Background: an optimization exercise with open tools, aiming at small area. Do not read the settings as production practice. The RTL was checked by simulation tests, not by an equivalence proof against the original design. Power figures rest on the tool's default switching activity, not on a simulated workload.

==> inputs of run a <==
// nau_ctrl
module nau_ctrl (
    input  wire        clk,
    input  wire        rst,
    input  wire        cmd_valid,
    input  wire [15:0] cmd,
    output wire        cmd_ready,
    output wire        rsp_valid,
    output wire [2:0]  rsp_status,
    output wire [31:0] rsp_data,
    output wire        bus_req_valid,
    output wire [27:0] bus_req,
    input  wire        bus_rsp_valid,
    input  wire        bus_rsp_ok,
    input  wire [1:0]  bus_rsp_errk,
    input  wire [7:0]  bus_rsp_rb0,
    input  wire [7:0]  bus_rsp_rb1,
    input  wire [7:0]  bus_rsp_rb2,
    output wire        dly_req_valid,
    output wire [9:0]  dly_ms,
    input  wire        dly_done
);
Settings: LEC_CHECK=0, CAP_MARGIN=20, CORE_MARGIN=2, CORE_UTILIZATION=40, PLACE_DENSITY=0.6, SLEW_MARGIN=20; clock period 5.0 ns.
standard.sh (not shown) runs the stock make flow with config.mk's settings and CLKGATE_MAP_FILE= SYNTH_SCRIPT=/design/flow/synth_recipe.tcl, a recipe that flattens the netlist after the stock synthesis.
==> flow/flow/run.sh <==
#!/bin/bash
# Standard layout (standard.sh), except that:
#  - synthesis maps the logic with area-oriented ABC scripts (flow/synth.tcl;
#    the scripts are in flow/abc_scripts.txt, each after a "#script NAME" line)
#    and keeps the smallest result; the flip-flops are mapped before ABC, as in
#    the standard synthesis;
#  - the ports are buffered by the smallest buffer cell;
#  - the clock tree is built from one clock buffer type, without dummy loads;
#  - constant outputs share tie cells;
#  - synthesis buffers are removed at floorplan, placement is not timing-driven,
#    and the core is 60% full.
# make's output is in standard.log, and ORFS's own logs under orfs/logs.
set -euo pipefail
export FLOW_WORK=$PWD
mkdir -p abc_scripts
awk '/^#script / {f = "abc_scripts/" $2; next} {print > f}' flow/abc_scripts.txt
export FLOW_ABC_SCRIPTS="$(ls $PWD/abc_scripts/*.abc | sort | tr '\n' ' ')"
sed "s#SYNTH_SCRIPT=[^ ]*#SYNTH_SCRIPT=$PWD/flow/synth.tcl#" standard.sh > flow_standard.sh
grep -q "SYNTH_SCRIPT=$PWD/flow/synth.tcl" flow_standard.sh
bash flow_standard.sh \
  "BUFFER_PORTS_ARGS=-buffer_cell sky130_fd_sc_hd__buf_1" \
  "CTS_ARGS=-sink_clustering_enable -repair_clock_nets -dont_use_dummy_load -buf_list sky130_fd_sc_hd__clkbuf_8 -root_buf sky130_fd_sc_hd__clkbuf_8" \
  SKIP_REPAIR_TIE_FANOUT=1 REMOVE_ABC_BUFFERS=1 GPL_TIMING_DRIVEN=0 CORE_UTILIZATION=60 \
  finish > standard.log 2>&1
Other scripts of this flow, unchanged in this note and not shown: flow/flow/abc_scripts.txt, flow/flow/synth.tcl
==> run b (differences from run a) <==
--- a/flow/flow/run.sh
+++ b/flow/flow/run.sh
@@ -19,6 +19,6 @@
 grep -q "SYNTH_SCRIPT=$PWD/flow/synth.tcl" flow_standard.sh
 bash flow_standard.sh \
   "BUFFER_PORTS_ARGS=-buffer_cell sky130_fd_sc_hd__buf_1" \
-  "CTS_ARGS=-sink_clustering_enable -repair_clock_nets -dont_use_dummy_load -buf_list sky130_fd_sc_hd__clkbuf_8 -root_buf sky130_fd_sc_hd__clkbuf_8" \
+  "CTS_ARGS=-sink_clustering_enable -repair_clock_nets -dont_use_dummy_load -buf_list sky130_fd_sc_hd__clkbuf_8 -root_buf sky130_fd_sc_hd__clkbuf_16" \
   SKIP_REPAIR_TIE_FANOUT=1 REMOVE_ABC_BUFFERS=1 GPL_TIMING_DRIVEN=0 CORE_UTILIZATION=60 \
   finish > standard.log 2>&1
==> notes <==
- Run a completed without violations. Run b finished clean.
- Final area: run b is larger than run a (1.4%).
- In die area, run a and run b do not differ.
- Between run a and run b, the lower maximum frequency is in run a (gap about 0.36%, measured against run b).
- Of run a and run b, run a has the higher sequential share of layout area (gap 0.39 points).
==> figures <==
metric                                                                run a               run b
Outcome                                                      finished clean      finished clean
Total via count in the routed design                                   2450                2471
Wire length on met1                                                 2551 um             2624 um
Final worst setup slack                                             1064 ps             1078 ps
Peak Freq                                                        0.2541 GHz          0.2550 GHz
Final Core Density                                                   71.76%              72.77%
Sequential share of power                                             31.7%               30.4%
Global-route met1 utilization                                        42.35%              42.11%
Root cell of the clock tree                                        clkbuf_8           clkbuf_16
Capture instance of the worst register-to-register path  sl[1]$_SDFFE_PP0P_  sl[3]$_SDFFE_PP0P_

========
==> v35: inputs <==
nau_ctrl, a different RTL version from the one above (not shown whole).
==> flow/config.mk <==
export PLATFORM = sky130hd
export DESIGN_NAME = nau_ctrl
export DESIGN_NICKNAME = nau_ctrl
export VERILOG_FILES = /design/flow/design.v
export SDC_FILE = /design/flow/constraint.sdc
export NUM_CORES = 4
export LEC_CHECK = 0
export CAP_MARGIN = 20
export CORE_MARGIN = 2
export CORE_UTILIZATION = 40
export PLACE_DENSITY = 0.6
export SLEW_MARGIN = 20
==> flow/constraint.sdc <==
create_clock -name core_clock -period 5.0 [get_ports {clk}]
set_input_delay 1.0000 -clock core_clock [delete_from_list [all_inputs] [get_ports {clk}]]
set_output_delay 1.0000 -clock core_clock [all_outputs]
set_load 0.01 [all_outputs]
==> flow/flow/run.sh <==
#!/bin/bash
# Standard layout (standard.sh), except that:
#  - synthesis maps the logic with an area-oriented ABC script (flow/synth.tcl,
#    flow/area.abc); the flip-flops are mapped before ABC, as in the standard synthesis;
#  - the ports are buffered by the smallest buffer cell;
#  - the clock tree is built from one clock buffer type, without dummy loads;
#  - constant outputs share tie cells;
#  - synthesis buffers are removed at floorplan, placement is not timing-driven,
#    and the core is 60% full.
# make's output is in standard.log, and ORFS's own logs under orfs/logs.
set -euo pipefail
export FLOW_WORK=$PWD
export FLOW_ABC_SCRIPT=$PWD/flow/area.abc
sed "s#SYNTH_SCRIPT=[^ ]*#SYNTH_SCRIPT=$PWD/flow/synth.tcl#" standard.sh > flow_standard.sh
grep -q "SYNTH_SCRIPT=$PWD/flow/synth.tcl" flow_standard.sh
bash flow_standard.sh \
  "BUFFER_PORTS_ARGS=-buffer_cell sky130_fd_sc_hd__buf_1" \
  "CTS_ARGS=-repair_clock_nets -dont_use_dummy_load -buf_list sky130_fd_sc_hd__clkbuf_16" \
  SKIP_REPAIR_TIE_FANOUT=1 REMOVE_ABC_BUFFERS=1 GPL_TIMING_DRIVEN=0 CORE_UTILIZATION=60 \
  finish > standard.log 2>&1
==> flow/flow/area.abc <==
strash
dc2
strash
&get -n
&dch -f
&nf -a -R 1000
&put
strash
&get -n
&dch -f
&nf -a -R 1000
&put
==> flow/flow/synth.tcl <==
# The standard synthesis (synth_recipe.tcl), with ABC mapping the logic by
# the area-oriented script flow/area.abc instead of ORFS's speed script. The
# flip-flops are mapped before ABC runs, so they are the standard synthesis's.
proc abc {args} {
  set a {}
  set skip 0
  foreach x $args {
    if {$skip} { set skip 0; continue }
    if {$x eq "-script" || $x eq "-D"} { set skip 1; continue }
    lappend a $x
  }
  yosys abc -script $::env(FLOW_ABC_SCRIPT) {*}$a
}
source $::env(FLOW_WORK)/synth_recipe.tcl
==> v7: changes against v35 <==
==> flow/flow/run.sh (replaced) <==
#!/bin/bash
# Standard layout, with the ports buffered by the smallest buffer cell.
set -euo pipefail
bash standard.sh "BUFFER_PORTS_ARGS=-buffer_cell sky130_fd_sc_hd__buf_1" finish > standard.log 2>&1
removed: flow/flow/area.abc
removed: flow/flow/synth.tcl
==> v5: changes against v35 <==
==> flow/run.sh (new file) <==
#!/bin/bash
# synth_recipe.tcl (not shown) runs the flow's synth.tcl, then flattens the netlist and writes it again
# the make line also repeats each setting of config.mk as NAME=value (left out here)
make -C /OpenROAD-flow-scripts/flow DESIGN_CONFIG=/design/flow/config.mk WORK_HOME=/design/flow/orfs CLKGATE_MAP_FILE= SYNTH_SCRIPT=/design/flow/synth_recipe.tcl finish
- ABC_AREA: not set -> 1
- CORE_UTILIZATION: 40 -> 60
- CTS_BUF_LIST: not set -> sky130_fd_sc_hd__clkbuf_8
removed: flow/flow/run.sh
removed: flow/flow/area.abc
removed: flow/flow/synth.tcl
removed: flow/standard.sh
==> v28: changes against v35 <==
--- a/flow/flow/run.sh
+++ b/flow/flow/run.sh
@@ -15,6 +15,6 @@
 grep -q "SYNTH_SCRIPT=$PWD/flow/synth.tcl" flow_standard.sh
 bash flow_standard.sh \
   "BUFFER_PORTS_ARGS=-buffer_cell sky130_fd_sc_hd__buf_1" \
-  "CTS_ARGS=-repair_clock_nets -dont_use_dummy_load -buf_list sky130_fd_sc_hd__clkbuf_16" \
+  "CTS_ARGS=-sink_clustering_enable -sink_clustering_size 50 -sink_clustering_max_diameter 500 -repair_clock_nets -dont_use_dummy_load -buf_list sky130_fd_sc_hd__clkbuf_8" \
   SKIP_REPAIR_TIE_FANOUT=1 REMOVE_ABC_BUFFERS=1 GPL_TIMING_DRIVEN=0 CORE_UTILIZATION=60 \
   finish > standard.log 2>&1
==> flow_summary.json <==
{
  "slew_headroom": 0.411,
  "ff2ff_path_depth": 10,
  "status": "finished clean",
  "synth-compound-area-share": 0.211,
  "multi_input_cells": 261,
  "tap-cell-count": 48,
  "gp_congestion": 0.973,
  "start_util": 0.636,
  "powerDensity_nw_per_um2": 423
}
[end of results for v35]
==> flow_summary.json <==
{
  "synth-compound-area-share": 0.264,
  "slew_headroom": 0.274,
  "ff2ff_path_depth": 7,
  "multi_input_cells": 298,
  "start_util": 0.414,
  "status": "finished clean",
  "tap-cell-count": 96,
  "gp_congestion": 0.912
}
[end of results for v7]
==> flow_summary.json <==
{
  "status": "finished clean",
  "multi_input_cells": 261,
  "start_util": 0.636,
  "gp_congestion": 0.973,
  "tap-cell-count": 48,
  "slew_headroom": 0.415,
  "synth-compound-area-share": 0.211,
  "powerDensity_nw_per_um2": 407
}
[end of results for v28]
==> flow_summary.json <==
{
  "start_util": 0.633,
  "multi_input_cells": 357,
  "gp_congestion": 1.10,
  "ff2ff_path_depth": 11,
  "synth-compound-area-share": 0.110,
  "tap-cell-count": 67,
  "status": "finished clean"
}
[end of results for v5]

re-timing with driven ports:
In the flow no input, the clock included, has a driving cell. The finished layouts below were timed again as built, in two steps.
Step 1, drivers: a clkbuf_16 drives clk and a buf_2 each remaining input, both assumed.
Step 2 times the ports against the registers' clock, not the clock port: input delays grow and output delays shrink by t, the midpoint of the rising clock arrivals with the driver on.
Slacks: ideal ports / drivers / drivers and shift; pairs: ideal ports / drivers.
run	t, ns	setup slack, ns	worst setup path after step 2	latest minus earliest clock arrival (ns)	cell pins on the clock port's net
run a	0.286	1.064 / 1.040 / 1.230	input to output	0.014 / 0.015	1
run b	0.279	1.078 / 1.050 / 1.231	input to output	0.009 / 0.010	1
v35	0.287	0.921 / 0.892 / 1.179	register to output	0.008 / 0.008	1
v7	0.299	1.066 / 1.038 / 1.337	register to output	0.004 / 0.004	1
v5	0.306	0.575 / 0.548 / 0.855	register to output	0.005 / 0.005	1
v28	0.293	0.930 / 0.905 / 1.198	register to output	0.010 / 0.009	1
After both steps every run listed still meets setup and hold.
